Context: an optimization exercise on an open-source flow, tuned for small area. The choices shown serve that exercise and are no tape-out recipe. In this exercise RTL edits were held to simulation tests only and were not proved equivalent to the original. The clock input has no modelled driver; a real chip could not lean on it and would need a root buffer or a full tree. Power and IR drop assume default switching activity.

==> flow/design.v <==
module bte (
    input             clk,
    input             rst,            
    input             cmd_we,
    input      [31:0] cmd,
    input             i2c_ch_valid,
    input             spi_ch_valid,
    input      [7:0]  i2c_budget,     
    input      [7:0]  spi_budget,     
    output reg        res_done,
    output     [7:0]  res_status,
    output     [15:0] res_data,
    output            res_busy,
    output     [7:0]  res_retries,
    output            ch_req,
    output            ch_bus,         
    output     [1:0]  ch_kind,        
    output     [6:0]  ch_slave,
    output     [15:0] ch_buf,         
    output     [3:0]  ch_size,
    output     [7:0]  ch_opts,
    input             ch_ack,
    input      [7:0]  ch_st,
    input      [7:0]  ch_n,
    input      [15:0] ch_rdata,
    input             ch_busy
);
    localparam [3:0] W1  = 4'd0;    
    localparam [3:0] WP  = 4'd1;    
    localparam [3:0] R1  = 4'd2;    
    localparam [3:0] R2  = 4'd3;    
    localparam [3:0] SE  = 4'd4;    
    localparam [3:0] SO  = 4'd5;    
    localparam [3:0] SL  = 4'd6;    
    localparam [3:0] SD  = 4'd7;    
    localparam [3:0] SS  = 4'd8;    
    localparam [3:0] SB  = 4'd9;    
    localparam [3:0] SR  = 4'd10;   
    localparam [3:0] SX  = 4'd11;   
    localparam [3:0] QO  = 4'd12;   
    localparam [3:0] QL  = 4'd13;   
    localparam [3:0] QD  = 4'd14;   
    localparam [3:0] FIN = 4'd15;   
    reg        run;         
    reg [3:0]  st;
    reg [15:0] sdn;         
    wire [15:0] sd = ~sdn;  
    reg [7:0]  xa;          
    wire [4:0] hi5 = {xa[0], xa[6:4], xa[7]};
    wire [2:0] lo3 = xa[3:1];
    assign res_status  = {3'b000, xa[4:0]};
    wire   rd_end   = (st == R2) | (st == QD);
    wire   spi_poll = (st == SB) | (st == SR) | (st == SX);
    wire   poll_end = (st == WP) | spi_poll;
    assign res_data    = rd_end ? sd : 16'd0;
    assign res_busy    = spi_poll & xa[7];
    assign res_retries = poll_end ? sd[7:0] : 8'd0;
    assign ch_req   = run & (st != FIN);
    assign ch_bus   = st[3] | st[2];
    assign ch_slave = ch_bus ? 7'd0 : xa[6:0];
    reg [1:0] kind;
    reg [3:0] size;
    reg [3:0] opts;
    reg [7:0] b0, b1;
    always @(*) begin
        kind = 2'd0;
        size = 4'd0;
        opts = 4'h0;
        b0   = 8'h00;
        b1   = 8'h00;
        case (st)
            W1: begin size = 4'd2; opts = 4'h3; b0 = sd[15:8]; b1 = sd[7:0]; end
            WP: begin size = 4'd1; opts = 4'h5; b0 = sd[15:8]; end
            R1: begin size = 4'd1; opts = 4'h1; b0 = sd[15:8]; end
            R2: begin kind = 2'd1; size = 4'd1; opts = 4'h9; end
            SE: begin size = 4'd9; opts = 4'h7; b0 = 8'h9F; end
            SO: begin size = 4'd1; opts = 4'h2; b0 = {3'b101, hi5}; end
            SL: begin size = 4'd3; opts = 4'h1; b0 = {lo3, 5'd0}; end
            SD: begin size = 4'd2; opts = 4'h4; b0 = sd[7:0]; b1 = sd[15:8]; end
            SS: begin opts = 4'h2; end
            SB: begin kind = 2'd2; end
            SR: begin opts = 4'h4; end
            SX: begin size = 4'd9; opts = 4'h7; b0 = 8'h87; end
            QO: begin size = 4'd1; opts = 4'h2; b0 = {3'b110, hi5}; end
            QL: begin size = 4'd4; opts = 4'h1; b0 = {lo3, 5'd0}; end
            QD: begin kind = 2'd1; size = 4'd2; opts = 4'h4; end
            default: ;
        endcase
    end
    assign ch_kind = kind;
    assign ch_size = size;
    assign ch_opts = {4'h0, opts};
    assign ch_buf  = {b1, b0};
    wire [1:0] c_op = cmd[31:30];
    reg        c_legal;
    always @(*) begin
        case (c_op)
            2'd0:    c_legal = (cmd[22:19] == 4'd0);
            2'd1:    c_legal = (cmd[22:19] == 4'd0) && (cmd[7:0] == 8'd0);
            2'd2:    c_legal = (cmd[29:24] == 6'd0);
            default: c_legal = (cmd[29:24] == 6'd0) && (cmd[15:0] == 16'd0);
        endcase
    end
    wire c_chv = c_op[1] ? spi_ch_valid : i2c_ch_valid;
    wire c_ok  = c_legal & c_chv;
    reg [3:0] c_first;
    always @(*) begin
        case (c_op)
            2'd0:    c_first = W1;
            2'd1:    c_first = R1;
            2'd2:    c_first = SE;
            default: c_first = QO;
        endcase
    end
    wire st_zero  = (ch_st == 8'd0);
    wire st_known = (ch_st[7:5] == 3'd0) &&
                    ((ch_st[4:3] == 2'b00 && ch_st[2:0] != 3'd0 &&
                      ch_st[2:0] != 3'd1 && ch_st[2:0] != 3'd7) ||
                     ch_st[4:0] == 5'd18);
    wire n_ok   = (ch_n == {4'd0, size});
    wire eff_ok = st_zero & (n_ok | (st == SB));
    wire [4:0] eff = st_known ? ch_st[4:0] : (eff_ok ? 5'd0 : 5'd18);
    wire [7:0] retry_inc = sd[7:0] + 8'd1;
    wire [7:0] budget    = (st == WP) ? i2c_budget : spi_budget;
    wire       at_budget = (retry_inc == budget);
    reg last;
    always @(*) begin
        case (st)
            WP:      last = eff_ok | at_budget;
            R2, SX, QD: last = 1'b1;
            default: last = ~eff_ok;
        endcase
    end
    reg [3:0] st_next;
    always @(*) begin
        case (st)
            W1, WP:  st_next = WP;
            R1:      st_next = R2;
            SS:      st_next = SB;
            SB:      st_next = (ch_busy & ~at_budget) ? SB : SR;
            QO:      st_next = QL;
            QL:      st_next = QD;
            SE: st_next = SO; SO: st_next = SL; SL: st_next = SD; SD: st_next = SS; SR: st_next = SX;
            default: st_next = FIN;
        endcase
    end
    wire acc    = cmd_we & ~run;
    wire answer = ch_ack;                
    wire finish = run & ((st == FIN) | (answer & last));
    always @(posedge clk) begin
        if (rst) begin
            run      <= 1'b0;
            res_done <= 1'b0;
        end else if (acc) begin
            run      <= 1'b1;
            res_done <= 1'b0;
        end else if (finish) begin
            run      <= 1'b0;
            res_done <= 1'b1;
        end
    end
    always @(posedge clk) begin
        if (acc) begin
            st       <= c_ok ? c_first : FIN;
            sdn      <= ~cmd[15:0];
            xa[0]    <= cmd[23];
            xa[3:1]  <= cmd[26:24] | cmd[18:16];
            xa[6:4]  <= cmd[29:27] | cmd[22:20];
            xa[7]    <= cmd[19];
            if (!c_ok)
                xa[4:0] <= c_legal ? 5'd3 : 5'd6;
        end else if (answer) begin
            if (last)
                xa[4:0] <= eff;
            else
                st <= st_next;
            if (st == QD)
                sdn <= ~ch_rdata;
            else if (st == R2)
                sdn <= ~{8'd0, ch_rdata[7:0]};
            else if (st == WP || st == SB)
                sdn[7:0] <= ~retry_inc;
            else if (st == W1 || st == SS)
                sdn[7:0] <= 8'hFF;
            if (st == SS)
                xa[7] <= 1'b0;
            else if (st == SB && st_zero)
                xa[7] <= ch_busy;
        end
    end
endmodule
==> flow/flow/run.sh <==
#!/bin/bash
# The standard layout (standard.sh, same make targets and settings) with
# these changes:
#  - synthesis maps the logic with an area-oriented ABC script (flow/area.abc)
#    instead of ORFS's delay-oriented one; everything else in the synthesis
#    script, and the flip-flop mapping, is the standard flow's own (synth_recipe.tcl);
#  - the port buffers are the smallest buffer cell (buf_1);
#  - the clock tree uses clkbuf_4 and no dummy loads, sized for a few dozen
#    flip-flops;
#  - the constant outputs share synthesis's single tie cell
#    (SKIP_REPAIR_TIE_FANOUT) rather than one tie cell each.
# Each tool's log stays under orfs/logs/; make's output goes to flow_make.log.
set -euo pipefail
here=$(pwd)
# synthesis script: synth_recipe.tcl with yosys's abc pass given our script
{
  head -n 1 synth_recipe.tcl
  cat <<'EOT'
proc abc {args} {
  set i [lsearch -exact $args -script]
  if { $i >= 0 } { lset args [expr { $i + 1 }] $::env(BTE_ABC_SCRIPT) }
  puts "abc pass given flow/area.abc: $args"
  yosys abc {*}$args
}
EOT
  tail -n +2 synth_recipe.tcl
} > synth_area.tcl
export BTE_ABC_SCRIPT="$here/flow/area.abc"
export SKIP_REPAIR_TIE_FANOUT=1
export BUFFER_PORTS_ARGS="-buffer_cell sky130_fd_sc_hd__buf_1"
export CTS_ARGS="-sink_clustering_enable -repair_clock_nets -root_buf sky130_fd_sc_hd__clkbuf_4 -buf_list sky130_fd_sc_hd__clkbuf_4 -dont_use_dummy_load"
sed "s#SYNTH_SCRIPT=[^ ]*#SYNTH_SCRIPT=$here/synth_area.tcl#" standard.sh > standard_area.sh
grep -q "SYNTH_SCRIPT=$here/synth_area.tcl" standard_area.sh
bash standard_area.sh finish > flow_make.log 2>&1
==> flow/flow/area.abc <==
strash; dc2; dch -f; amap -F 10 -A 40; topo
==> flow/standard.sh <==
#!/bin/bash
# synth_recipe.tcl (not shown) runs the flow's synth.tcl, then flattens the netlist and writes it again
# the make line also repeats each setting of config.mk as NAME=value (left out here)
make -C /OpenROAD-flow-scripts/flow DESIGN_CONFIG=/design/flow/config.mk WORK_HOME=/design/flow/orfs CLKGATE_MAP_FILE= SYNTH_SCRIPT=/design/flow/synth_recipe.tcl "${@:-finish}"
==> flow/config.mk <==
export PLATFORM = sky130hd
export DESIGN_NAME = bte
export DESIGN_NICKNAME = bte
export VERILOG_FILES = /design/flow/design.v
export SDC_FILE = /design/flow/constraint.sdc
export NUM_CORES = 4
export LEC_CHECK = 0
export CAP_MARGIN = 20
export CORE_MARGIN = 2
export CORE_UTILIZATION = 55
export SLEW_MARGIN = 20
==> flow/constraint.sdc <==
create_clock -name core_clock -period 10.0 [get_ports {clk}]
set_input_delay 2.0000 -clock core_clock [delete_from_list [all_inputs] [get_ports {clk}]]
set_output_delay 2.0000 -clock core_clock [all_outputs]
set_load 0.01 [all_outputs]
==> Flow_metrics.wiki, run 1 <==
{| class="wikitable"
! Metric !! Value
|-
| Run status || timing/DRC/antenna clean
|-
| Violation count after the first detailed-routing iteration || 404
|-
| Maximum achievable frequency || 0.187 GHz
|-
| Total DRC errors in the routed layout || 0
|-
| Endpoint class of the critical path || flop
|-
| Classification of the worst setup path || flop to flop
|-
| Share of total power in the clock network || 21.1%
|-
| Level count of the clock H-tree || 2
|-
| Post-synthesis average cell area || 7.40 sq um
|-
| Count of cells resized by post-cts repair || 0
|-
| Number of clock sinks seen by CTS || 30
|-
| I/O pin cnt || 160
|-
| Maximum vdd ir drop || 0.0000931 V
|-
| Summed instance area of the synthesized netlist || 2420 sq um
|-
| Total of endpoints with negative setup slack in the final report || 0
|-
| Max-cap viol count || 0
|-
| Worst hold path endpoint || res_done$_SDFFE_PP0P_
|-
| P&R area growth vs syn || 25.7%
|-
| Hold Path Class || flop to flop
|-
| Source-to-sink clock delay at the later pin of the worst-skew pair || 0.34 ns
|-
| First-pass GRT wire length || 13300 microns
|-
| Adder-cell share of the synthesized area || 0.517%
|-
| Top fanout value on the critical path || 11
|-
| Worst-case headroom to the max-slew limit || 42.9%
|-
| Yosys synthesis warning count || 1
|-
| Detailed Place HPWL || 6880 microns
|-
| Number of nets produced by synthesis || 415
|-
| Residual antenna-violating net count after detailed routing || 0
|-
| X dimension of the die || 70.3 microns
|-
| Inserted Clock Buffers || 5
|-
| Final-layout worst hold slack || 0.501 ns
|-
| Most used DFF post-synth || sky130_fd_sc_hd__edfxtp_1
|-
| Number of unique standard cell types used by synthesis || 36
|-
| Final WL || 8550 microns
|-
| Height of the die || 70.3 microns
|-
| Compound-Gate Fraction of Synth Area || 28.8%
|-
| Switch share || 32.6%
|-
| Simple-gate share of the synthesized area || 25.5%
|-
| Part of the power in registers || 54.3%
|-
| Fraction of final layout cells sized beyond drive strength 1 || 1.47%
|-
| Final max-slew violation count || 0
|-
| Overall via count from detail_route || 3181
|-
| Portion of netlist area occupied by mux cells || 0%
|-
| Vias in the first global route || 2855
|-
| Detail-routed net length per standard cell || 16.2 microns
|-
| Combinational family with the most area after synthesis || compound AO/OA/AOI/OAI gates
|-
| Number of buffers added to fix hold violations after cts || 0
|-
| Number of stages on the worst hold path || 2
|-
| Clock root buffer || sky130_fd_sc_hd__clkbuf_4
|-
| R2r endpoint || xa[0]$_DFFE_PP_
|-
| Crit path time final || 5.35 ns
|-
| Tot GR Track Use || 34.4%
|-
| Count of endpoints failing hold in the final timing report || 0
|-
| ANT cells || 0
|-
| CTS tree || built
|-
| Reg clk slew, reported paths || 0.10 ns
|-
| Area of the core region || 4290 sq um
|-
| Worst slew pin tran || 0.851 ns
|-
| Cell area after layout || 3040 sq um
|-
| Starting Density || 56.3%
|-
| Startpoint of the tightest hold check path || res_done$_SDFFE_PP0P_
|-
| Via count normalized by instance count || 6.01
|-
| Sequential cell area fraction in the yosys report || 36.4%
|-
| Number of enable-type register cells in the synthesized netlist || 28
|-
| Post-route setup TNS || 0 ns
|-
| Number of rows in the core area || 24
|-
| Routability congestion estimate from global placement || 1.02
|-
| Worst setup startpoint || st[1]$_DFFE_PP_
|-
| Cells after synthesis || 327
|-
| Worst reg-to-reg path cell count || 16
|-
| Die ar. || 4940 sq um
|-
| Total of flip-flops plus latches after synthesis || 30
|-
| Number of optimization iterations in the first detailed-route pass || 5
|-
| Unrepaired setup endpoints after global routing || false
|-
| Fin crit share || 53.5%
|-
| Element type at the critical path start || flop
|-
| Post-CTS setup repair buffer count || 0
|-
| Crit path DAT || 5.36 ns
|-
| Critical Path RT || 10.01 ns
|-
| Placed inst area || 3000 sq um
|-
| Part of the total power dissipated in combinational logic || 24.6%
|-
| Residual overflow from global routing || 0
|-
| Slack of the worst reg-to-reg path || 4.65 ns
|-
| Power density relative to cell area || 96.8 nW/um^2
|-
| Antenna violations before repair || 0
|-
| Net Switching || 95.8 uW
|-
| Async S/R FF share, synth || 0%
|-
| Startpoint of the most critical register-to-register path || st[1]$_DFFE_PP_
|-
| Pin count of the biggest net entering global routing || 32
|-
| Number of nets in the final layout || 567
|-
| Clk_skew || 0.0266 ns
|-
| P_int || 198 uW
|-
| Post-Synth XOR/XNOR Area || 0.724%
|-
| Leak Pwr || 0.965 nW
|-
| Clock buffer depth || 2
|-
| Buffers added on ports || 152
|}
## placed cells by master, fill, tap and decap left out, types with 3 or more instances in the layout
master and count:
sky130_fd_sc_hd__a21oi_1 25, sky130_fd_sc_hd__a221oi_1 3, sky130_fd_sc_hd__a22o_1 3, sky130_fd_sc_hd__a22oi_1 6, sky130_fd_sc_hd__a32oi_1 9, sky130_fd_sc_hd__buf_1 152, sky130_fd_sc_hd__clkbuf_4 5, sky130_fd_sc_hd__clkinv_1 33
sky130_fd_sc_hd__edfxtp_1 28, sky130_fd_sc_hd__nand2_1 25, sky130_fd_sc_hd__nand3_1 5, sky130_fd_sc_hd__nor2_1 86, sky130_fd_sc_hd__nor2b_1 6, sky130_fd_sc_hd__nor3_1 8, sky130_fd_sc_hd__nor4_1 4, sky130_fd_sc_hd__o2111ai_1 3
sky130_fd_sc_hd__o21ai_0 21, sky130_fd_sc_hd__o221ai_1 5, sky130_fd_sc_hd__o22ai_1 19, sky130_fd_sc_hd__or2_0 3, sky130_fd_sc_hd__or3_1 3, sky130_fd_sc_hd__or4_1 3
## synthesized netlist by cell type, types with 2 or more instances
cell type,n,share of area [%]
sky130_fd_sc_hd__o21ai_0,21,4.3
sky130_fd_sc_hd__nand3_1,5,1.0
sky130_fd_sc_hd__clkinv_1,33,5.1
sky130_fd_sc_hd__or2_0,3,0.78
sky130_fd_sc_hd__o2111ai_1,3,1.1
sky130_fd_sc_hd__buf_4,9,2.8
sky130_fd_sc_hd__o22ai_1,19,4.9
sky130_fd_sc_hd__a221oi_1,3,1.1
sky130_fd_sc_hd__nor3_1,8,1.7
sky130_fd_sc_hd__edfxtp_1,28,35
sky130_fd_sc_hd__a32oi_1,9,3.3
sky130_fd_sc_hd__o221ai_1,5,1.8
sky130_fd_sc_hd__or3_1,3,0.78
sky130_fd_sc_hd__nor2b_1,6,1.6
sky130_fd_sc_hd__nand2_1,25,3.9
sky130_fd_sc_hd__dfxtp_1,2,1.7
sky130_fd_sc_hd__a31o_1,2,0.72
sky130_fd_sc_hd__nor2_1,86,13
sky130_fd_sc_hd__nor4_1,4,1.0
sky130_fd_sc_hd__a21oi_1,25,5.2
sky130_fd_sc_hd__a211o_1,2,0.72
sky130_fd_sc_hd__a2111oi_0,2,0.72
sky130_fd_sc_hd__a22oi_1,6,1.9
sky130_fd_sc_hd__a22o_1,3,1.1
sky130_fd_sc_hd__o211ai_1,2,0.62
sky130_fd_sc_hd__or4_1,3,0.93
## cell families (layout without fill, tap and decap cells)
logic type / Yosys count / in the layout
xor gates and xnor gates: 2 / 2
buffers and inverters: 42 / 192
adders and majority gates: 1 / 1
DFF: 30 / 30
AOI/OAI and AO/OA: 106 / 106
other: 1 / 1
and+or+nand+nor: 145 / 145
## sequential cells by signal, indices dropped and copies added, names as in the netlist
signal	flops
st	4
sdn	16
res_done	1
xa	8
run	1
## power groups by stage
stage	Sequential [mW]	Clock, mW	Combinational [mW]
CTS	0.159	0.0616	0.0717
finish	0.160	0.0620	0.0725
global route	0.160	0.0660	0.0807
global placement	0.162	0	0.0704
floorplan	0.157	0	0.0438
detailed placement	0.162	0	0.0714
## critical path, stage by stage (launching register included)
cell                        delay [ns]
sky130_fd_sc_hd__edfxtp_1         0.45
sky130_fd_sc_hd__clkinv_1         0.10
sky130_fd_sc_hd__nand2_1          0.09
sky130_fd_sc_hd__nor2_1           0.31
sky130_fd_sc_hd__clkinv_1         0.22
sky130_fd_sc_hd__nor2_1           0.62
sky130_fd_sc_hd__clkinv_1         0.51
sky130_fd_sc_hd__a22o_1           0.35
sky130_fd_sc_hd__nor2_1           0.09
sky130_fd_sc_hd__a21oi_1          0.05
sky130_fd_sc_hd__a2111oi_0        0.44
sky130_fd_sc_hd__o2111ai_1        0.17
sky130_fd_sc_hd__a2111oi_0        0.63
sky130_fd_sc_hd__nor2_1           0.12
sky130_fd_sc_hd__o221ai_1         0.24
sky130_fd_sc_hd__nor2b_1          0.30
sky130_fd_sc_hd__or2_0            0.35
## metal layers
metal / track usage [%] / part of all wire, % / vias to the layer above
met3: 10.2 / 13 / 14
met4: 11.1 / 1.6 / 0
met5: 0 / 0 / -
li1: - / - / 1508
met1: 44.1 / 38 / 1444
met2: 55.5 / 48 / 215
## how the worst max path moves through the flow
stage                       to  slack [ns]  cells after the start
3_5_place_dp   xa[1]$_DFFE_PP_        4.78                     16
4_1_cts        xa[0]$_DFFE_PP_        4.73                     16
6_report       xa[0]$_DFFE_PP_        4.65                     16
5_1_grt        xa[0]$_DFFE_PP_        4.19                     16
2_1_floorplan  xa[0]$_DFFE_PP_        5.72                     10
3_3_place_gp   xa[0]$_DFFE_PP_        4.99                     16
## final cells by class
type,count,area [sq um]
Timing Repair Buffer,154,586
Tap cell,52,65.1
Multi-Input combinational cell,255,1350
Inverter,33,124
Clock buffer,5,37.5
Fill cell,432,1250
Sequential cell,30,881
## through the flow
stage | setup slack (ns) | std cells | util [%] | total power [mW]
global route | 4.19 | 529 | 70.8 | 0.307
detailed placement | 4.78 | 524 | 69.9 | 0.233
floorplan | 5.72 | 327 | - | 0.201
CTS | 4.73 | 529 | 70.8 | 0.292
finish | 4.65 | 529 | 70.8 | 0.294
global placement | 4.99 | 524 | 69.9 | 0.232
==> run 2: changes to the inputs <==
--- a/flow/design.v
+++ b/flow/design.v
@@ -160,8 +160,19 @@
         end
     end
+    wire sd_rd  = (st == QD) | (st == R2);
+    wire sd_inc = (st == WP) | (st == SB);
+    wire sd_clr = (st == W1) | (st == SS);
+    always @(posedge clk) begin
+        if (acc | (answer & (sd_rd | sd_inc | sd_clr)))
+            sdn[7:0] <= ~(({8{acc}} & cmd[7:0]) |
+                          ({8{~acc & sd_rd}} & ch_rdata[7:0]) |
+                          ({8{~acc & sd_inc}} & retry_inc));
+        if (acc | (answer & sd_rd))
+            sdn[15:8] <= ~(({8{acc}} & cmd[15:8]) |
+                           ({8{~acc & (st == QD)}} & ch_rdata[15:8]));
+    end
     always @(posedge clk) begin
         if (acc) begin
             st       <= c_ok ? c_first : FIN;
-            sdn      <= ~cmd[15:0];
             xa[0]    <= cmd[23];
             xa[3:1]  <= cmd[26:24] | cmd[18:16];
@@ -175,12 +186,4 @@
             else
                 st <= st_next;
-            if (st == QD)
-                sdn <= ~ch_rdata;
-            else if (st == R2)
-                sdn <= ~{8'd0, ch_rdata[7:0]};
-            else if (st == WP || st == SB)
-                sdn[7:0] <= ~retry_inc;
-            else if (st == W1 || st == SS)
-                sdn[7:0] <= 8'hFF;
             if (st == SS)
                 xa[7] <= 1'b0;
==> Flow_metrics.wiki, run 2 <==
{| class="wikitable"
! Metric !! Value
|-
| Number of clock sinks seen by CTS || 30 (unchanged)
|-
| Number of enable-type register cells in the synthesized netlist || 28 (unchanged)
|-
| Detailed Place HPWL || 6770 microns (was 6880 microns)
|-
| Final-layout worst hold slack || 0.498 ns (was 0.501 ns)
|-
| Post-route setup TNS || 0 ns (unchanged)
|-
| Critical Path RT || 10.02 ns (was 10.01 ns)
|-
| Classification of the worst setup path || flop to flop (unchanged)
|-
| Height of the die || 70.1 microns (was 70.3 microns)
|-
| Cell Count, Final, Fillers Out || 521 (was 529)
|-
| Async S/R FF share, synth || 0% (unchanged)
|-
| Die ar. || 4910 sq um (was 4940 sq um)
|-
| First-pass GRT wire length || 13200 microns (was 13300 microns)
|-
| Post-synthesis average cell area || 7.48 sq um (was 7.40 sq um)
|-
| Most used DFF post-synth || sky130_fd_sc_hd__edfxtp_1 (unchanged)
|-
| Number of unique standard cell types used by synthesis || 33 (was 36)
|-
| Number of buffers added to fix hold violations after cts || 0 (unchanged)
|-
| Number of optimization iterations in the first detailed-route pass || 5 (unchanged)
|-
| Number of nets in the final layout || 559 (was 567)
|-
| Final setup slack of the worst path || 5.03 ns (was 4.65 ns)
|-
| Count of endpoints failing hold in the final timing report || 0 (unchanged)
|-
| Number of flip-flops in the largest register || 16 (unchanged)
|-
| Main area contributors after synthesis || sky130_fd_sc_hd__edfxtp_1 35%, sky130_fd_sc_hd__nor2_1 13%, sky130_fd_sc_hd__clkinv_1 7.0% (was sky130_fd_sc_hd__edfxtp_1 35%, sky130_fd_sc_hd__nor2_1 13%, sky130_fd_sc_hd__a21oi_1 5.2%)
|-
| Total of endpoints with negative setup slack in the final report || 0 (unchanged)
|-
| Source-to-sink clock delay at the later pin of the worst-skew pair || 0.34 ns (about the same)
|-
| Cell area after layout || 3010 sq um (was 3040 sq um)
|-
| Reg clk slew, reported paths || 0.10 ns (about the same)
|-
| Total DRC errors in the routed layout || 0 (unchanged)
|-
| Summed instance area of the synthesized netlist || 2400 sq um (was 2420 sq um)
|-
| CTS tree || built (unchanged)
|-
| Count of cells resized by post-cts repair || 0 (unchanged)
|-
| Endpoint class of the critical path || flop (unchanged)
|-
| Fin crit share || 49.7% (was 53.5%)
|-
| Maximum cell stage delay along the critical path || 0.70 ns (was 0.63 ns)
|-
| Buffers added on ports || 152 (unchanged)
|-
| Final max-slew violation count || 0 (unchanged)
|-
| Antenna violations before repair || 0 (unchanged)
|-
| Inserted Clock Buffers || 5 (unchanged)
|-
| Crit path DAT || 4.99 ns (was 5.36 ns)
|-
| Regs by FF count || sdn: 16 flops, xa: 8 flops, st: 4 flops (unchanged)
|-
| Maximum achievable frequency || 0.201 GHz (was 0.187 GHz)
|-
| Commonest non-fill, non-tap cells in the layout || 152 x sky130_fd_sc_hd__buf_1, 86 x sky130_fd_sc_hd__nor2_1, 45 x sky130_fd_sc_hd__clkinv_1 (was 152 x sky130_fd_sc_hd__buf_1, 86 x sky130_fd_sc_hd__nor2_1, 33 x sky130_fd_sc_hd__clkinv_1)
|-
| Residual overflow from global routing || 0 (unchanged)
|-
| Sequential cell area fraction in the yosys report || 36.7% (was 36.4%)
|-
| Detail-routed net length per standard cell || 16.0 microns (was 16.2 microns)
|-
| X dimension of the die || 70.1 microns (was 70.3 microns)
|-
| Worst-case headroom to the max-slew limit || 38.0% (was 42.9%)
|-
| Max-cap viol count || 0 (unchanged)
|-
| Top cell by count, worst path || sky130_fd_sc_hd__nor2_1 (unchanged)
|-
| Most area-hungry cell type in the Yosys netlist || sky130_fd_sc_hd__edfxtp_1 (unchanged)
|-
| Worst slew pin tran || 0.922 ns (was 0.851 ns)
|-
| CP Cell Sequence || nor2_1 -> clkinv_1 -> nor2_1 -> clkinv_1 -> o22ai_1 -> nor2_1 -> a21oi_1 -> o211ai_1 -> a211oi_1 -> o2111ai_1 -> a2111oi_0 -> o21ai_0 -> o211ai_1 -> nor2b_1 -> or2_0 (was clkinv_1 -> nand2_1 -> nor2_1 -> clkinv_1 -> nor2_1 -> clkinv_1 -> a22o_1 -> nor2_1 -> a21oi_1 -> a2111oi_0 -> o2111ai_1 -> a2111oi_0 -> nor2_1 -> o221ai_1 -> nor2b_1 -> or2_0)
|-
| I/O pin cnt || 160 (unchanged)
|-
| Post-CTS setup repair buffer count || 0 (unchanged)
|-
| Synth cell count leaders || 86 x sky130_fd_sc_hd__nor2_1, 45 x sky130_fd_sc_hd__clkinv_1, 28 x sky130_fd_sc_hd__edfxtp_1, 19 x sky130_fd_sc_hd__o22ai_1, 17 x sky130_fd_sc_hd__a21oi_1 (was 86 x sky130_fd_sc_hd__nor2_1, 33 x sky130_fd_sc_hd__clkinv_1, 28 x sky130_fd_sc_hd__edfxtp_1, 25 x sky130_fd_sc_hd__a21oi_1, 25 x sky130_fd_sc_hd__nand2_1)
|-
| Hold Path Class || flop to flop (unchanged)
|-
| Most common cell in the netlist || sky130_fd_sc_hd__nor2_1 (unchanged)
|-
| Maximum vdd ir drop || 0.0000495 V (was 0.0000931 V)
|-
| Tot GR Track Use || 34.2% (was 34.4%)
|-
| Pin count of the biggest net entering global routing || 33 (was 32)
|-
| Total of flip-flops plus latches after synthesis || 30 (unchanged)
|-
| Final WL || 8350 microns (was 8550 microns)
|-
| Yosys synthesis warning count || 1 (unchanged)
|-
| Leak Pwr || 0.946 nW (was 0.965 nW)
|-
| Crit path time final || 4.97 ns (was 5.35 ns)
|-
| Clock buffer depth || 2 (unchanged)
|-
| Violation count after the first detailed-routing iteration || 430 (was 404)
|-
| Element type at the critical path start || flop (unchanged)
|-
| Largest reg by FF count || sdn (unchanged)
|-
| Routability congestion estimate from global placement || 0.909 (was 1.02)
|-
| Starting Density || 56.3% (about the same)
|-
| Level count of the clock H-tree || 2 (unchanged)
|-
| Clock root buffer || sky130_fd_sc_hd__clkbuf_4 (unchanged)
|-
| Number of rows in the core area || 24 (unchanged)
|-
| Top fanout value on the critical path || 13 (was 11)
|-
| Residual antenna-violating net count after detailed routing || 0 (unchanged)
|-
| Run status || timing/DRC/antenna clean (unchanged)
|-
| Via count normalized by instance count || 5.99 (was 6.01)
|-
| Top cell type's share of synthesized area || 35.0% (was 34.8%)
|-
| Overall via count from detail_route || 3123 (was 3181)
|-
| Number of fill cells || 422 (was 432)
|-
| Cell with the biggest individual delay on the critical path || sky130_fd_sc_hd__a2111oi_0 (unchanged)
|-
| Commonest non-fill, non-tap cell in the layout || sky130_fd_sc_hd__buf_1 (unchanged)
|-
| Fraction of final layout cells sized beyond drive strength 1 || 1.07% (was 1.47%)
|-
| Vias in the first global route || 2876 (was 2855)
|-
| Clk_skew || 0.0157 ns (was 0.0266 ns)
|-
| Cells after synthesis || 321 (was 327)
|-
| Dpl ws || 5.15 ns (was 4.78 ns)
|-
| P&R area growth vs syn || 25.2% (was 25.7%)
|-
| Number of nets produced by synthesis || 409 (was 415)
|-
| Number of cells after detailed placement || 516 (was 524)
|-
| Unrepaired setup endpoints after global routing || false (unchanged)
|-
| Placed inst area || 2970 sq um (was 3000 sq um)
|-
| ANT cells || 0 (unchanged)
|-
| Area of the core region || 4260 sq um (was 4290 sq um)
|-
| Power density relative to cell area || 99.2 nW/um^2 (was 96.8 nW/um^2)
|}
run 2: cell count changes in the layout (fill, tap and decap cells not counted), moves of 3 or more:
cell	previous run	this run
sky130_fd_sc_hd__a221oi_1	3	0
sky130_fd_sc_hd__a32oi_1	9	1
sky130_fd_sc_hd__nand2_1	25	15
sky130_fd_sc_hd__a21oi_1	25	17
sky130_fd_sc_hd__a222oi_1	0	9
sky130_fd_sc_hd__o21ai_0	21	12
sky130_fd_sc_hd__nor3_1	8	13
sky130_fd_sc_hd__a22oi_1	6	12
sky130_fd_sc_hd__nor2b_1	6	2
sky130_fd_sc_hd__clkinv_1	33	45
sky130_fd_sc_hd__or2_0	3	7
run 2: cell families (layout without fill, tap and decap cells):
| group | count (synthesis) | count (layout) | share of synthesized area, % |
|---|---|---|---|
| AOI/OAI and AO/OA | 96 | 96 | 27.7 |
| adders and majority gates | 1 | 1 | 0.521 |
| buffers and inverters | 54 | 202 | 9.85 |
| DFF | 30 | 30 | 36.7 |
| other | 1 | 1 | 0.156 |
| and+or+nand+nor | 139 | 139 | 25.0 |
run 2: worst paths after layout:
path,from,to,slack [ns],cells past startpoint
max reg2reg,st[2]$_DFFE_PP_,xa[1]$_DFFE_PP_,5.03,15
max,st[2]$_DFFE_PP_,xa[1]$_DFFE_PP_,5.03,15
min,res_done$_SDFFE_PP0P_,res_done$_SDFFE_PP0P_,0.50,2
min reg2reg,res_done$_SDFFE_PP0P_,res_done$_SDFFE_PP0P_,0.50,2
run 2: stage by stage:
stage / power [mW] / util [%]
2_1_floorplan: 0.203 / -
3_3_place_gp: 0.233 / 69.6
3_5_place_dp: 0.234 / 69.6
4_1_cts: 0.295 / 70.5
5_1_grt: 0.311 / 70.5
6_report: 0.298 / 70.5
run 2: area by class of cell:
class | instances | area (sq um) | share of cell area, %
inverter | 45 | 169 | 5.62
tap | 52 | 65.1 | 2.16
clock buffer | 5 | 37.5 | 1.25
sequential | 30 | 881 | 29.3
timing repair buffer | 152 | 571 | 19.0
multi-input combinational | 237 | 1280 | 42.7
run 2: per-layer routing:
layer  vias up  wire, microns  part of all wire (%)  track usage (%)
met5         -              0                     0                0
met2       217           4190                    50             61.1
met1      1390           3090                    37             41.8
li1       1487              -                     -                -
met4         0            226                   2.7             12.2
met3        29            848                    10             5.19
run 2: where the power goes:
part           leakage, nW  internal [mW]  switching, mW
registers            0.265          0.148        0.00974
logic                0.658         0.0269         0.0479
clock network       0.0230         0.0235         0.0417
run 2: worst max-delay path, delay by kind of cell (launching register included):
kind | cells | cell delay [ns]
compound gates | 8 | 1.85
buf+inv | 2 | 0.78
flops | 1 | 0.51
simple gates | 5 | 1.50
==> run 3: changes to the inputs <==
--- a/flow/design.v
+++ b/flow/design.v
@@ -46,5 +46,6 @@
     reg [15:0] sdn;         
     wire [15:0] sd = ~sdn;  
-    reg [7:0]  xa;          
+    reg [7:0]  xan;         
+    wire [7:0] xa = ~xan;   
     wire [4:0] hi5 = {xa[0], xa[6:4], xa[7]};
     wire [2:0] lo3 = xa[3:1];
@@ -175,19 +176,19 @@
         if (acc) begin
             st       <= c_ok ? c_first : FIN;
-            xa[0]    <= cmd[23];
-            xa[3:1]  <= cmd[26:24] | cmd[18:16];
-            xa[6:4]  <= cmd[29:27] | cmd[22:20];
-            xa[7]    <= cmd[19];
+            xan[0]   <= ~cmd[23];
+            xan[3:1] <= ~(cmd[26:24] | cmd[18:16]);
+            xan[6:4] <= ~(cmd[29:27] | cmd[22:20]);
+            xan[7]   <= ~cmd[19];
             if (!c_ok)
-                xa[4:0] <= c_legal ? 5'd3 : 5'd6;
+                xan[4:0] <= c_legal ? ~5'd3 : ~5'd6;
         end else if (answer) begin
             if (last)
-                xa[4:0] <= eff;
+                xan[4:0] <= ~eff;
             else
                 st <= st_next;
             if (st == SS)
-                xa[7] <= 1'b0;
+                xan[7] <= 1'b1;
             else if (st == SB && st_zero)
-                xa[7] <= ch_busy;
+                xan[7] <= ~ch_busy;
         end
     end
==> Flow_metrics.wiki, run 3 <==
{| class="wikitable"
! Metric !! Value
|-
| Post-route setup TNS || 0 ns (unchanged)
|-
| Number of nets produced by synthesis || 402 (was 409)
|-
| Classification of the worst setup path || flop to flop (unchanged)
|-
| Tot GR Track Use || 34.8% (was 34.2%)
|-
| Combinational family with the most area after synthesis || compound AO/OA/AOI/OAI gates (unchanged)
|-
| Clock buffer depth || 2 (unchanged)
|-
| Most common cell in the netlist || sky130_fd_sc_hd__nor2_1 (unchanged)
|-
| Buffers added on ports || 152 (unchanged)
|-
| Max-cap viol count || 0 (unchanged)
|-
| Inserted Clock Buffers || 5 (unchanged)
|-
| Cells after synthesis || 314 (was 321)
|-
| Post-CTS setup repair buffer count || 0 (unchanged)
|-
| Worst slew pin tran || 0.846 ns (was 0.922 ns)
|-
| Level count of the clock H-tree || 2 (unchanged)
|-
| Hold Path Class || flop to flop (unchanged)
|-
| Regs by FF count || sdn: 16 flops, xan: 8 flops, st: 4 flops (was sdn: 16 flops, xa: 8 flops, st: 4 flops)
|-
| Top fanout value on the critical path || 13 (unchanged)
|-
| Area of all sequential standard cells || 881 sq um (unchanged)
|-
| Leak Pwr || 0.931 nW (was 0.946 nW)
|-
| Cell with the biggest individual delay on the critical path || sky130_fd_sc_hd__a2111oi_0 (unchanged)
|-
| Number of rows in the core area || 23 (was 24)
|-
| Synth cell count leaders || 92 x sky130_fd_sc_hd__nor2_1, 40 x sky130_fd_sc_hd__clkinv_1, 28 x sky130_fd_sc_hd__edfxtp_1, 18 x sky130_fd_sc_hd__a21oi_1, 18 x sky130_fd_sc_hd__o21ai_0 (was 86 x sky130_fd_sc_hd__nor2_1, 45 x sky130_fd_sc_hd__clkinv_1, 28 x sky130_fd_sc_hd__edfxtp_1, 19 x sky130_fd_sc_hd__o22ai_1, 17 x sky130_fd_sc_hd__a21oi_1)
|-
| Endpoint class of the critical path || flop (unchanged)
|-
| Crit path time final || 5.23 ns (was 4.97 ns)
|-
| Total of flip-flops plus latches after synthesis || 30 (unchanged)
|-
| Simple-gate share of the synthesized area || 24.6% (was 25.0%)
|-
| Residual antenna-violating net count after detailed routing || 0 (unchanged)
|-
| Count of cells resized by post-cts repair || 0 (unchanged)
|-
| Async S/R FF share, synth || 0% (unchanged)
|-
| Unrepaired setup endpoints after global routing || false (unchanged)
|-
| Cell class contributing the biggest share of worst-path delay || compound AO/OA/AOI/OAI gates (unchanged)
|-
| Portion of netlist area occupied by mux cells || 0% (unchanged)
|-
| I/O pin cnt || 160 (unchanged)
|-
| Power density relative to cell area || 99.9 nW/um^2 (was 99.2 nW/um^2)
|-
| Sequential cell area fraction in the yosys report || 37.4% (was 36.7%)
|-
| Number of unique standard cell types used by synthesis || 32 (was 33)
|-
| Post-layout power || 297 uW (was 298 uW)
|-
| Number of clock sinks seen by CTS || 30 (unchanged)
|-
| Total DRC errors in the routed layout || 0 (unchanged)
|-
| Yosys synthesis warning count || 1 (unchanged)
|-
| Fraction of final layout cells sized beyond drive strength 1 || 1.08% (was 1.07%)
|-
| Fin crit share || 52.3% (was 49.7%)
|-
| Violation count after the first detailed-routing iteration || 474 (was 430)
|-
| Adder-cell share of the synthesized area || 0.532% (was 0.521%)
|-
| Maximum cell stage delay along the critical path || 0.68 ns (was 0.70 ns)
|-
| Vias in the first global route || 2793 (was 2876)
|-
| Most used DFF post-synth || sky130_fd_sc_hd__edfxtp_1 (unchanged)
|-
| Dpl ws || 4.71 ns (was 5.15 ns)
|-
| Critical Path RT || 10.00 ns (was 10.02 ns)
|-
| Multi-input gate area || 1270 sq um (was 1280 sq um)
|-
| Post-synthesis average cell area || 7.50 sq um (was 7.48 sq um)
|-
| Most area-hungry cell type in the Yosys netlist || sky130_fd_sc_hd__edfxtp_1 (unchanged)
|-
| Number of buffers added to fix hold violations after cts || 0 (unchanged)
|-
| Final WL || 8560 microns (was 8350 microns)
|-
| Die ar. || 4820 sq um (was 4910 sq um)
|-
| Top cell type's share of synthesized area || 35.7% (was 35.0%)
|-
| Count of endpoints failing hold in the final timing report || 0 (unchanged)
|-
| Number of nets in the final layout || 554 (was 559)
|-
| P&R area growth vs syn || 26.3% (was 25.2%)
|-
| Worst-case headroom to the max-slew limit || 43.1% (was 38.0%)
|-
| Final setup slack of the worst path || 4.77 ns (was 5.03 ns)
|-
| Starting Density || 58.0% (was 56.3%)
|-
| Compound-Gate Fraction of Synth Area || 28.3% (was 27.7%)
|-
| CP Cell Sequence || nor2_1 -> clkinv_1 -> nor2_1 -> clkinv_1 -> a22o_1 -> nor2_1 -> a21oi_1 -> a211o_1 -> a2111oi_0 -> o211ai_1 -> a2111oi_0 -> o21ai_0 -> o211ai_1 -> nor2b_1 -> or2_0 (was nor2_1 -> clkinv_1 -> nor2_1 -> clkinv_1 -> o22ai_1 -> nor2_1 -> a21oi_1 -> o211ai_1 -> a211oi_1 -> o2111ai_1 -> a2111oi_0 -> o21ai_0 -> o211ai_1 -> nor2b_1 -> or2_0)
|-
| Routability congestion estimate from global placement || 0.983 (was 0.909)
|-
| Number of flip-flops in the largest register || 16 (unchanged)
|-
| Maximum vdd ir drop || 0.0000919 V (was 0.0000495 V)
|-
| Reg clk slew, reported paths || 0.09 ns (was 0.10 ns)
|-
| Area of the core region || 4060 sq um (was 4260 sq um)
|-
| Run status || timing/DRC/antenna clean (unchanged)
|-
| Number of optimization iterations in the first detailed-route pass || 9 (was 5)
|-
| Crit path DAT || 5.22 ns (was 4.99 ns)
|-
| CTS tree || built (unchanged)
|-
| ANT cells || 0 (unchanged)
|-
| Clock root buffer || sky130_fd_sc_hd__clkbuf_4 (unchanged)
|-
| Post-Synth XOR/XNOR Area || 0.372% (was 0%)
|-
| Height of the die || 69.4 microns (was 70.1 microns)
|-
| Detail-routed net length per standard cell || 16.6 microns (was 16.0 microns)
|-
| Maximum achievable frequency || 0.191 GHz (was 0.201 GHz)
|-
| Number of fill cells || 335 (was 422)
|-
| Commonest non-fill, non-tap cell in the layout || sky130_fd_sc_hd__buf_1 (unchanged)
|-
| First-pass GRT wire length || 13400 microns (was 13200 microns)
|-
| Element type at the critical path start || flop (unchanged)
|-
| Summed instance area of the synthesized netlist || 2350 sq um (was 2400 sq um)
|-
| X dimension of the die || 69.4 microns (was 70.1 microns)
|-
| Clk_skew || 0.0188 ns (was 0.0157 ns)
|-
| Commonest non-fill, non-tap cells in the layout || 152 x sky130_fd_sc_hd__buf_1, 92 x sky130_fd_sc_hd__nor2_1, 40 x sky130_fd_sc_hd__clkinv_1 (was 152 x sky130_fd_sc_hd__buf_1, 86 x sky130_fd_sc_hd__nor2_1, 45 x sky130_fd_sc_hd__clkinv_1)
|-
| Detailed Place HPWL || 6830 microns (was 6770 microns)
|-
| Via count normalized by instance count || 6.09 (was 5.99)
|-
| Overall via count from detail_route || 3128 (was 3123)
|-
| Top cell by count, worst path || sky130_fd_sc_hd__nor2_1 (unchanged)
|-
| Source-to-sink clock delay at the later pin of the worst-skew pair || 0.34 ns (about the same)
|-
| Residual overflow from global routing || 0 (unchanged)
|-
| Total of endpoints with negative setup slack in the final report || 0 (unchanged)
|-
| Main area contributors after synthesis || sky130_fd_sc_hd__edfxtp_1 36%, sky130_fd_sc_hd__nor2_1 15%, sky130_fd_sc_hd__clkinv_1 6.4% (was sky130_fd_sc_hd__edfxtp_1 35%, sky130_fd_sc_hd__nor2_1 13%, sky130_fd_sc_hd__clkinv_1 7.0%)
|-
| Final max-slew violation count || 0 (unchanged)
|-
| Largest reg by FF count || sdn (unchanged)
|-
| Pin count of the biggest net entering global routing || 29 (was 33)
|-
| Number of enable-type register cells in the synthesized netlist || 28 (unchanged)
|-
| Antenna violations before repair || 0 (unchanged)
|-
| Buffers and inverters on the worst path || 2 (unchanged)
|}
## run 3: cell types whose count changed after synthesis, moves of 3 or more
cell	before	now
sky130_fd_sc_hd__nor2_1	86	92
sky130_fd_sc_hd__o22ai_1	19	15
sky130_fd_sc_hd__a31oi_1	2	5
sky130_fd_sc_hd__nand2_1	15	10
sky130_fd_sc_hd__o21ai_0	13	18
sky130_fd_sc_hd__clkinv_1	45	40
sky130_fd_sc_hd__or2_0	7	4
sky130_fd_sc_hd__o221ai_1	7	10
## run 3: kinds of logic after synthesis
group | Yosys count
flops | 30
simple gates | 136
fa+ha+maj | 1
compound gates | 98
buf+inv | 47
xor+xnor | 1
other cells | 1
## run 3: path summary, 6_finish.rpt
kind	start	endpoint	slack, ns	cells past startpoint
worst max-delay path	st[2]$_DFFE_PP_	xan[1]$_DFFE_PP_	4.77	15
worst min-delay path	res_done$_SDFFE_PP0P_	res_done$_SDFFE_PP0P_	0.51	2
worst max register to register	st[2]$_DFFE_PP_	xan[1]$_DFFE_PP_	4.77	15
worst min register to register	res_done$_SDFFE_PP0P_	res_done$_SDFFE_PP0P_	0.51	2
## run 3: final cells by class
| class | instances | share of cell area [%] |
|---|---|---|
| multi-input cells | 237 | 42.7 |
| flip-flops and latches | 30 | 29.6 |
| repair buffers | 152 | 19.2 |
| well taps | 50 | 2.11 |
| clock buffers | 5 | 1.26 |
| inverters | 40 | 5.05 |
## run 3: stage by stage
stage	hold slack (ns)	cell area, sq um	cells	util (%)
detailed placement	0.494	2930	509	72.3
CTS	0.505	2970	514	73.2
floorplan	0.517	2350	314	-
finish	0.507	2970	514	73.2
global route	0.540	2970	514	73.2
global placement	0.497	2930	509	72.3
## run 3: where the power goes
part	leakage (nW)	switching [mW]	internal, mW
logic	0.645	0.0477	0.0263
registers	0.264	0.00958	0.148
clock network	0.0230	0.0415	0.0234
total	0.931	0.0987	0.198
## run 3: worst reg2reg max path: stages, from the launching register on
cell and delay, ns:
sky130_fd_sc_hd__edfxtp_1 0.48, sky130_fd_sc_hd__nor2_1 0.21, sky130_fd_sc_hd__clkinv_1 0.35, sky130_fd_sc_hd__nor2_1 0.64, sky130_fd_sc_hd__clkinv_1 0.46, sky130_fd_sc_hd__a22o_1 0.33, sky130_fd_sc_hd__nor2_1 0.09, sky130_fd_sc_hd__a21oi_1 0.05
sky130_fd_sc_hd__a211o_1 0.22, sky130_fd_sc_hd__a2111oi_0 0.31, sky130_fd_sc_hd__o211ai_1 0.15, sky130_fd_sc_hd__a2111oi_0 0.68, sky130_fd_sc_hd__o21ai_0 0.17, sky130_fd_sc_hd__o211ai_1 0.16, sky130_fd_sc_hd__nor2b_1 0.25, sky130_fd_sc_hd__or2_0 0.36
## run 3: metal layers
layer | GRT usage, % | part of all wire (%) | vias to the layer above | routed length [microns]
met4 | 10.2 | 2.1 | 0 | 176
met2 | 57.2 | 47 | 257 | 4010
met5 | 0 | 0 | - | 0
met3 | 7.12 | 13 | 23 | 1130
met1 | 46.4 | 38 | 1379 | 3250
li1 | - | - | 1469 | -
==> run 4: changes to the inputs <==
--- a/flow/design.v
+++ b/flow/design.v
@@ -54,5 +54,5 @@
     wire   spi_poll = (st == SB) | (st == SR) | (st == SX);
     wire   poll_end = (st == WP) | spi_poll;
-    assign res_data    = rd_end ? sd : 16'd0;
+    assign res_data    = {(st == QD) ? sd[15:8] : 8'd0, rd_end ? sd[7:0] : 8'd0};
     assign res_busy    = spi_poll & xa[7];
     assign res_retries = poll_end ? sd[7:0] : 8'd0;
@@ -147,5 +147,5 @@
     end
     wire acc    = cmd_we & ~run;
-    wire answer = ch_ack;                
+    wire answer = ch_ack & ch_req;     
     wire finish = run & ((st == FIN) | (answer & last));
     always @(posedge clk) begin
@@ -171,5 +171,5 @@
         if (acc | (answer & sd_rd))
             sdn[15:8] <= ~(({8{acc}} & cmd[15:8]) |
-                           ({8{~acc & (st == QD)}} & ch_rdata[15:8]));
+                           ({8{~acc}} & ch_rdata[15:8]));
     end
     always @(posedge clk) begin
==> Flow_metrics.wiki, run 4 <==
{| class="wikitable"
! Metric !! Value
|-
| CTS tree || built (unchanged)
|-
| Violation count after the first detailed-routing iteration || 348 (was 474)
|-
| ANT cells || 0 (unchanged)
|-
| Number of cells after detailed placement || 503 (was 509)
|-
| Placed inst area || 2910 sq um (was 2930 sq um)
|-
| Async S/R FF share, synth || 0% (unchanged)
|-
| Most common cell in the netlist || sky130_fd_sc_hd__nor2_1 (unchanged)
|-
| First-pass GRT wire length || 13600 microns (was 13400 microns)
|-
| Final max-slew violation count || 0 (unchanged)
|-
| Sequential cell area fraction in the yosys report || 37.8% (was 37.4%)
|-
| Post-layout power || 298 uW (was 297 uW)
|-
| Most used DFF post-synth || sky130_fd_sc_hd__edfxtp_1 (unchanged)
|-
| Regs by FF count || sdn: 16 flops, xan: 8 flops, st: 4 flops (unchanged)
|-
| Cells after synthesis || 308 (was 314)
|-
| Detail-routed net length per standard cell || 16.7 microns (was 16.6 microns)
|-
| Number of unique standard cell types used by synthesis || 35 (was 32)
|-
| Cell class contributing the biggest share of worst-path delay || buffers and inverters (was compound AO/OA/AOI/OAI gates)
|-
| Residual overflow from global routing || 0 (unchanged)
|-
| Main area contributors after synthesis || sky130_fd_sc_hd__edfxtp_1 36%, sky130_fd_sc_hd__nor2_1 15%, sky130_fd_sc_hd__o22ai_1 6.5% (was sky130_fd_sc_hd__edfxtp_1 36%, sky130_fd_sc_hd__nor2_1 15%, sky130_fd_sc_hd__clkinv_1 6.4%)
|-
| Final setup slack of the worst path || 5.15 ns (was 4.77 ns)
|-
| Routability congestion estimate from global placement || 1.01 (was 0.983)
|-
| Area of the core region || 4030 sq um (was 4060 sq um)
|-
| Number of fill cells || 369 (was 335)
|-
| Buffers and inverters on the worst path || 4 (was 2)
|-
| Source-to-sink clock delay at the later pin of the worst-skew pair || 0.34 ns (about the same)
|-
| Worst slew pin tran || 0.860 ns (was 0.846 ns)
|-
| Leak Pwr || 0.932 nW (was 0.931 nW)
|-
| Maximum vdd ir drop || 0.0000710 V (was 0.0000919 V)
|-
| Count of cells resized by post-cts repair || 0 (unchanged)
|-
| Cell with the biggest individual delay on the critical path || sky130_fd_sc_hd__clkinv_1 (was sky130_fd_sc_hd__a2111oi_0)
|-
| Detailed Place HPWL || 6850 microns (was 6830 microns)
|-
| Fraction of final layout cells sized beyond drive strength 1 || 1.09% (was 1.08%)
|-
| Number of enable-type register cells in the synthesized netlist || 28 (unchanged)
|-
| Clock buffer depth || 2 (unchanged)
|-
| Reg clk slew, reported paths || 0.08 ns (was 0.09 ns)
|-
| Endpoint class of the critical path || output pin (was flop)
|-
| Residual antenna-violating net count after detailed routing || 0 (unchanged)
|-
| Most area-hungry cell type in the Yosys netlist || sky130_fd_sc_hd__edfxtp_1 (unchanged)
|-
| Buffers added on ports || 152 (unchanged)
|-
| Slack of the worst reg-to-reg path || 5.29 ns (was 4.77 ns)
|-
| Via count normalized by instance count || 6.13 (was 6.09)
|-
| Vias in the first global route || 2868 (was 2793)
|-
| Commonest non-fill, non-tap cells in the layout || 152 x sky130_fd_sc_hd__buf_1, 91 x sky130_fd_sc_hd__nor2_1, 35 x sky130_fd_sc_hd__clkinv_1 (was 152 x sky130_fd_sc_hd__buf_1, 92 x sky130_fd_sc_hd__nor2_1, 40 x sky130_fd_sc_hd__clkinv_1)
|-
| CP Cell Sequence || clkinv_1 -> nor2_1 -> clkinv_1 -> nor2_1 -> clkinv_1 -> o22ai_1 -> nor2_1 -> o21ai_0 -> buf_1 (was nor2_1 -> clkinv_1 -> nor2_1 -> clkinv_1 -> a22o_1 -> nor2_1 -> a21oi_1 -> a211o_1 -> a2111oi_0 -> o211ai_1 -> a2111oi_0 -> o21ai_0 -> o211ai_1 -> nor2b_1 -> or2_0)
|-
| Fin crit share || 48.5% (was 52.3%)
|-
| Number of nets in the final layout || 548 (was 554)
|-
| Crit path time final || 4.85 ns (was 5.23 ns)
|-
| Number of clock sinks seen by CTS || 30 (unchanged)
|-
| Final-layout worst hold slack || 0.514 ns (was 0.507 ns)
|-
| Multi-input gate area || 1260 sq um (was 1270 sq um)
|-
| Pin count of the biggest net entering global routing || 27 (was 29)
|-
| Largest reg by FF count || sdn (unchanged)
|-
| Maximum achievable frequency || 0.206 GHz (was 0.191 GHz)
|-
| X dimension of the die || 69.1 microns (was 69.4 microns)
|-
| Antenna violations before repair || 0 (unchanged)
|-
| Run status || timing/DRC/antenna clean (unchanged)
|-
| I/O pin cnt || 160 (unchanged)
|-
| Inserted Clock Buffers || 5 (unchanged)
|-
| Level count of the clock H-tree || 2 (unchanged)
|-
| Dpl ws || 5.02 ns (was 4.71 ns)
|-
| Area of all sequential standard cells || 881 sq um (unchanged)
|-
| Cell Count, Final, Fillers Out || 508 (was 514)
|-
| Count of endpoints failing hold in the final timing report || 0 (unchanged)
|-
| Number of flip-flops in the largest register || 16 (unchanged)
|-
| Die ar. || 4770 sq um (was 4820 sq um)
|-
| Post-synthesis average cell area || 7.56 sq um (was 7.50 sq um)
|-
| Total of flip-flops plus latches after synthesis || 30 (unchanged)
|-
| Classification of the worst setup path || flop to output pin (was flop to flop)
|-
| Number of nets produced by synthesis || 396 (was 402)
|-
| Element type at the critical path start || flop (unchanged)
|-
| Max-cap viol count || 0 (unchanged)
|-
| Core utilization of the finished layout || 73.1% (was 73.2%)
|-
| Tot GR Track Use || 35.5% (was 34.8%)
|-
| Number of rows in the core area || 23 (unchanged)
|-
| P&R area growth vs syn || 26.6% (was 26.3%)
|-
| Power density relative to cell area || 101 nW/um^2 (was 99.9 nW/um^2)
|-
| Crit path DAT || 2.85 ns (was 5.22 ns)
|-
| Critical Path RT || 8.00 ns (was 10.00 ns)
|-
| Cell area after layout || 2950 sq um (was 2970 sq um)
|-
| Final WL || 8460 microns (was 8560 microns)
|-
| Post-CTS setup repair buffer count || 0 (unchanged)
|-
| Maximum cell stage delay along the critical path || 0.45 ns (was 0.68 ns)
|-
| Top cell type's share of synthesized area || 36.1% (was 35.7%)
|-
| Clk_skew || 0.0275 ns (was 0.0188 ns)
|-
| Hold Path Class || flop to flop (unchanged)
|-
| Post-route setup TNS || 0 ns (unchanged)
|-
| Yosys synthesis warning count || 1 (unchanged)
|-
| Worst-case headroom to the max-slew limit || 42.2% (was 43.1%)
|-
| Total DRC errors in the routed layout || 0 (unchanged)
|-
| Clock root buffer || sky130_fd_sc_hd__clkbuf_4 (unchanged)
|-
| Unrepaired setup endpoints after global routing || false (unchanged)
|-
| Commonest non-fill, non-tap cell in the layout || sky130_fd_sc_hd__buf_1 (unchanged)
|-
| Overall via count from detail_route || 3114 (was 3128)
|-
| Number of optimization iterations in the first detailed-route pass || 6 (was 9)
|-
| Starting Density || 57.8% (was 58.0%)
|-
| Total of endpoints with negative setup slack in the final report || 0 (unchanged)
|-
| Summed instance area of the synthesized netlist || 2330 sq um (was 2350 sq um)
|-
| Number of buffers added to fix hold violations after cts || 0 (unchanged)
|-
| Top fanout value on the critical path || 12 (was 13)
|-
| Height of the die || 69.1 microns (was 69.4 microns)
|-
| Synth cell count leaders || 91 x sky130_fd_sc_hd__nor2_1, 35 x sky130_fd_sc_hd__clkinv_1, 28 x sky130_fd_sc_hd__edfxtp_1, 24 x sky130_fd_sc_hd__o22ai_1, 19 x sky130_fd_sc_hd__o21ai_0 (was 92 x sky130_fd_sc_hd__nor2_1, 40 x sky130_fd_sc_hd__clkinv_1, 28 x sky130_fd_sc_hd__edfxtp_1, 18 x sky130_fd_sc_hd__a21oi_1, 18 x sky130_fd_sc_hd__o21ai_0)
|}
## run 4: tightest hold or removal path: stages (launching register included)
cell and delay, ns:
sky130_fd_sc_hd__dfxtp_1 0.32, sky130_fd_sc_hd__nor2_1 0.10, sky130_fd_sc_hd__nor3_1 0.06
## run 4: logic make-up after synthesis
logic type | synth area share (%)
xor gates and xnor gates | 0.753
and+or+nand+nor | 24.5
AOI/OAI and AO/OA | 28.3
other | 0.161
buffers and inverters | 7.90
adders and majority gates | 0.538
DFF | 37.8
## run 4: metal layers
metal  vias up  GRT usage [%]  wire [microns]
met5         -              0               0
met1      1362           46.7            3010
met3        30           8.92            1320
li1       1457              -               -
met2       265           55.8            3890
met4         0           14.8             238
## run 4: final timing paths
kind,from,endpoint,cells past startpoint
min reg2reg,res_done$_SDFFE_PP0P_,res_done$_SDFFE_PP0P_,2
max reg2reg,st[2]$_DFFE_PP_,xan[0]$_DFFE_PP_,14
min,res_done$_SDFFE_PP0P_,res_done$_SDFFE_PP0P_,2
max,st[0]$_DFFE_PP_,ch_buf[7],9
## run 4: power breakdown
part,total (mW),switching (mW),internal (mW),leakage (nW)
Sequential,0.161,0.0113,0.149,0.269
Clock,0.0596,0.0363,0.0234,0.0230
Combinational,0.0775,0.0498,0.0277,0.640
## run 4: final cells by class
class | count | share of cell area, %
flip-flops and latches | 30 | 29.9
inverters | 35 | 4.46
repair buffers | 152 | 19.4
multi-input cells | 236 | 42.9
well taps | 50 | 2.12
clock buffers | 5 | 1.27
==> run 5: changes to the inputs <==
--- a/flow/flow/run.sh
+++ b/flow/flow/run.sh
@@ -9,5 +9,7 @@
 #    flip-flops;
 #  - the constant outputs share synthesis's single tie cell
-#    (SKIP_REPAIR_TIE_FANOUT) rather than one tie cell each.
+#    (SKIP_REPAIR_TIE_FANOUT) rather than one tie cell each;
+#  - after CTS, the tree's root buffer is dropped and the clock port feeds
+#    the four leaf buffers directly (flow/cts_post.tcl).
 # Each tool's log stays under orfs/logs/; make's output goes to flow_make.log.
 set -euo pipefail
@@ -28,4 +30,5 @@
 export BTE_ABC_SCRIPT="$here/flow/area.abc"
 export SKIP_REPAIR_TIE_FANOUT=1
+export POST_CTS_TCL="$here/flow/cts_post.tcl"
 export BUFFER_PORTS_ARGS="-buffer_cell sky130_fd_sc_hd__buf_1"
 export CTS_ARGS="-sink_clustering_enable -repair_clock_nets -root_buf sky130_fd_sc_hd__clkbuf_4 -buf_list sky130_fd_sc_hd__clkbuf_4 -dont_use_dummy_load"
==> flow/flow/cts_post.tcl (new file) <==
set block [ord::get_db_block]
set root [$block findInst clkbuf_0_clk]
if { $root != "NULL" } {
  set in_net [[$root findITerm A] getNet]
  set out_net [[$root findITerm X] getNet]
  set sinks {}
  foreach it [$out_net getITerms] {
    if { [[$it getInst] getName] != [$root getName] } { lappend sinks $it }
  }
  if { [llength $sinks] <= 4 && [llength [$out_net getBTerms]] == 0 } {
    foreach it $sinks {
      $it disconnect
      $it connect $in_net
    }
    odb::dbInst_destroy $root
    odb::dbNet_destroy $out_net
    puts "cts_post: removed root buffer; clock port feeds [llength $sinks] leaf buffers"
  } else {
    puts "cts_post: root buffer kept ([llength $sinks] sinks)"
  }
}
==> Flow_metrics.wiki, run 5 <==
{| class="wikitable"
! Metric !! Value
|-
| Hold Path Class || flop to flop (unchanged)
|-
| Final max-slew violation count || 0 (unchanged)
|-
| Final WL || 8420 microns (was 8460 microns)
|-
| Antenna violations before repair || 0 (unchanged)
|-
| Post-route setup TNS || 0 ns (unchanged)
|-
| Top fanout value on the critical path || 5 (was 12)
|-
| Number of enable-type register cells in the synthesized netlist || 28 (unchanged)
|-
| Part of the total power dissipated in combinational logic || 27.0% (was 26.0%)
|-
| Cells after synthesis || 308 (unchanged)
|-
| Starting Density || 57.8% (unchanged)
|-
| Crit path DAT || 4.68 ns (was 2.85 ns)
|-
| Detailed Place HPWL || 6850 microns (unchanged)
|-
| Main area contributors after synthesis || sky130_fd_sc_hd__edfxtp_1 36%, sky130_fd_sc_hd__nor2_1 15%, sky130_fd_sc_hd__o22ai_1 6.5% (unchanged)
|-
| Vias in the first global route || 2869 (was 2868)
|-
| Final setup slack of the worst path || 5.15 ns (about the same)
|-
| P&R area growth vs syn || 26.2% (was 26.6%)
|-
| Clk_skew || 0.0256 ns (was 0.0275 ns)
|-
| Number of fill cells || 371 (was 369)
|-
| Net Switching || 90.9 uW (was 97.4 uW)
|-
| Share of total power in the clock network || 17.0% (was 20.0%)
|-
| Buffers added on ports || 152 (unchanged)
|-
| Total DRC errors in the routed layout || 0 (unchanged)
|-
| Leak Pwr || 0.928 nW (was 0.932 nW)
|-
| I/O pin cnt || 160 (unchanged)
|-
| Total of flip-flops plus latches after synthesis || 30 (unchanged)
|-
| Multi-input gate area || 1260 sq um (unchanged)
|-
| Violation count after the first detailed-routing iteration || 320 (was 348)
|-
| Fin crit share || 48.5% (about the same)
|-
| Number of flip-flops in the largest register || 16 (unchanged)
|-
| Synth cell count leaders || 91 x sky130_fd_sc_hd__nor2_1, 35 x sky130_fd_sc_hd__clkinv_1, 28 x sky130_fd_sc_hd__edfxtp_1, 24 x sky130_fd_sc_hd__o22ai_1, 19 x sky130_fd_sc_hd__o21ai_0 (unchanged)
|-
| Run status || timing/DRC/antenna clean (unchanged)
|-
| Classification of the worst setup path || input port to flop (was flop to output pin)
|-
| First-pass GRT wire length || 13500 microns (was 13600 microns)
|-
| P_int || 196 uW (was 200 uW)
|-
| Overall via count from detail_route || 3121 (was 3114)
|-
| Via count normalized by instance count || 6.16 (was 6.13)
|-
| Height of the die || 69.1 microns (unchanged)
|-
| Maximum cell stage delay along the critical path || 0.44 ns (was 0.45 ns)
|-
| Part of the power in registers || 56.0% (was 54.0%)
|-
| Top cell type's share of synthesized area || 36.1% (unchanged)
|-
| Crit path time final || 4.85 ns (about the same)
|-
| Most common cell in the netlist || sky130_fd_sc_hd__nor2_1 (unchanged)
|-
| Unrepaired setup endpoints after global routing || false (unchanged)
|-
| Slack of the worst reg-to-reg path || 5.31 ns (was 5.29 ns)
|-
| Cell class contributing the biggest share of worst-path delay || simple AND/OR/NAND/NOR gates (was buffers and inverters)
|-
| Residual overflow from global routing || 0 (unchanged)
|-
| Tot GR Track Use || 35.0% (was 35.5%)
|-
| Worst slew pin tran || 0.873 ns (was 0.860 ns)
|-
| Placed inst area || 2910 sq um (unchanged)
|-
| CP Cell Sequence || buf_1 -> or3_1 -> nor3_1 -> nand3_1 -> nor4_1 -> o21ai_0 -> a211oi_1 -> nor2_1 -> o211ai_1 -> nor2b_1 -> or2_0 (was clkinv_1 -> nor2_1 -> clkinv_1 -> nor2_1 -> clkinv_1 -> o22ai_1 -> nor2_1 -> o21ai_0 -> buf_1)
|-
| Critical Path RT || 9.83 ns (was 8.00 ns)
|-
| Detail-routed net length per standard cell || 16.6 microns (was 16.7 microns)
|-
| Commonest non-fill, non-tap cell in the layout || sky130_fd_sc_hd__buf_1 (unchanged)
|-
| Met3 Track Usage GR || 10.2% (was 8.92%)
|-
| Buffers and inverters on the worst path || 1 (was 4)
|-
| Reg clk slew, reported paths || 0.08 ns (about the same)
|-
| Fraction of final layout cells sized beyond drive strength 1 || 0.875% (was 1.09%)
|-
| Maximum achievable frequency || 0.206 GHz (about the same)
|-
| Most used DFF post-synth || sky130_fd_sc_hd__edfxtp_1 (unchanged)
|-
| Maximum vdd ir drop || 0.0000727 V (was 0.0000710 V)
|-
| Number of rows in the core area || 23 (unchanged)
|-
| Number of optimization iterations in the first detailed-route pass || 6 (unchanged)
|-
| Summed instance area of the synthesized netlist || 2330 sq um (unchanged)
|-
| Power density relative to cell area || 97.7 nW/um^2 (was 101 nW/um^2)
|-
| Sequential cell area fraction in the yosys report || 37.8% (unchanged)
|-
| ANT cells || 0 (unchanged)
|-
| Dpl ws || 5.02 ns (unchanged)
|-
| Regs by FF count || sdn: 16 flops, xan: 8 flops, st: 4 flops (unchanged)
|-
| Switch share || 31.7% (was 32.7%)
|-
| Most utilized layer in the global route result || met2 (unchanged)
|-
| Async S/R FF share, synth || 0% (unchanged)
|-
| Pin count of the biggest net entering global routing || 27 (unchanged)
|-
| Routability congestion estimate from global placement || 1.01 (unchanged)
|-
| Post-synthesis average cell area || 7.56 sq um (unchanged)
|-
| Largest reg by FF count || sdn (unchanged)
|-
| Global-route met1 utilization || 45.9% (was 46.7%)
|-
| Total of endpoints with negative setup slack in the final report || 0 (unchanged)
|-
| X dimension of the die || 69.1 microns (unchanged)
|-
| Number of clock sinks seen by CTS || 30 (unchanged)
|-
| Cell area after layout || 2940 sq um (was 2950 sq um)
|-
| Die ar. || 4770 sq um (unchanged)
|-
| Count of endpoints failing hold in the final timing report || 0 (unchanged)
|-
| Area of the core region || 4030 sq um (unchanged)
|-
| Most area-hungry cell type in the Yosys netlist || sky130_fd_sc_hd__edfxtp_1 (unchanged)
|-
| Met2 track utilization from global routing || 55.6% (was 55.8%)
|-
| Number of unique standard cell types used by synthesis || 35 (unchanged)
|-
| Area of all sequential standard cells || 881 sq um (unchanged)
|-
| Element type at the critical path start || input port (was flop)
|-
| Number of nets produced by synthesis || 396 (unchanged)
|-
| Source-to-sink clock delay at the later pin of the worst-skew pair || 0.16 ns (was 0.34 ns)
|-
| Residual antenna-violating net count after detailed routing || 0 (unchanged)
|-
| Yosys synthesis warning count || 1 (unchanged)
|-
| Number of nets in the final layout || 547 (was 548)
|-
| Commonest non-fill, non-tap cells in the layout || 152 x sky130_fd_sc_hd__buf_1, 91 x sky130_fd_sc_hd__nor2_1, 35 x sky130_fd_sc_hd__clkinv_1 (unchanged)
|-
| Max-cap viol count || 0 (unchanged)
|-
| Endpoint class of the critical path || flop (was output pin)
|-
| Worst-case headroom to the max-slew limit || 41.4% (was 42.2%)
|-
| Cell with the biggest individual delay on the critical path || sky130_fd_sc_hd__a211oi_1 (was sky130_fd_sc_hd__clkinv_1)
|}
[run 5: path summary, 6_finish.rpt]
path / start / to / depth (start not counted)
min reg2reg: res_done$_SDFFE_PP0P_ / res_done$_SDFFE_PP0P_ / 2
min: res_done$_SDFFE_PP0P_ / res_done$_SDFFE_PP0P_ / 2
max: ch_st[6] / xan[0]$_DFFE_PP_ / 11
max reg2reg: st[2]$_DFFE_PP_ / xan[0]$_DFFE_PP_ / 14
[run 5: power by group through the flow]
| stage | logic (mW) | registers [mW] | clock network [mW] |
|---|---|---|---|
| 2_1_floorplan | 0.0463 | 0.158 | 0 |
| 3_3_place_gp | 0.0745 | 0.163 | 0 |
| 3_5_place_dp | 0.0756 | 0.163 | 0 |
| 5_1_grt | 0.0858 | 0.161 | 0.0540 |
| 6_report | 0.0774 | 0.161 | 0.0489 |
[run 5: kinds of logic after synthesis]
family,synth area share [%]
adder cells (fa/ha/maj),0.538
flip-flops,37.8
AND/OR/NAND/NOR,24.5
XOR/XNOR,0.753
AO/OA/AOI/OAI,28.3
other,0.161
buffers and inverters,7.90
[run 5: layout make-up]
type / instances / share of cell area, %
timing repair buffer: 152 / 19.4
inverter: 35 / 4.47
clock buffer: 4 / 1.02
tap: 50 / 2.13
multi-input combinational: 236 / 43.0
sequential: 30 / 30.0
[run 5: routing by layer]
metal	vias up	wire length, microns
met5	-	0
met4	0	187
met3	23	1200
met2	239	3920
met1	1398	3120
li1	1461	-
[run 5: worst register-to-register path, delay by kind of cell (launching register included)]
family | cells | cell delay, ns
buf+inv | 2 | 0.80
compound gates | 7 | 1.57
simple gates | 5 | 1.55
flops | 1 | 0.46
[run 5: through the flow]
step	power [mW]	cells	utilization [%]	hold WS (ns)
final	0.287	507	72.9	0.513
after global routing	0.301	507	72.9	0.539
after detailed placement	0.238	503	72.2	0.495
after global placement	0.237	503	72.2	0.489
after floorplan	0.204	308	-	0.517

==> what the ideal ports hide <==
No port has a modelled driver above. Below, the same layouts with a new extraction and two added sets of constraints. Step 1: set_driving_cell puts a clkbuf_16 on clk and a buf_2 on each other input, an assumption about the parent block. Step 2 times the ports against the registers' clock, not the clock port: input delays grow and output delays shrink by t, the midpoint of the rising clock arrivals with the driver on. a / b / c = ideal / step 1 / step 2; a / b = the first two.
run	t, ns	slack for setup (ns)
run 1	0.357	4.654 / 4.654 / 4.654
run 2	0.357	5.033 / 5.033 / 5.033
run 3	0.358	4.772 / 4.772 / 4.579
run 4	0.348	5.151 / 5.126 / 4.949
run 5	0.189	5.146 / 5.166 / 4.977
After both steps setup and hold are still met in every run listed.
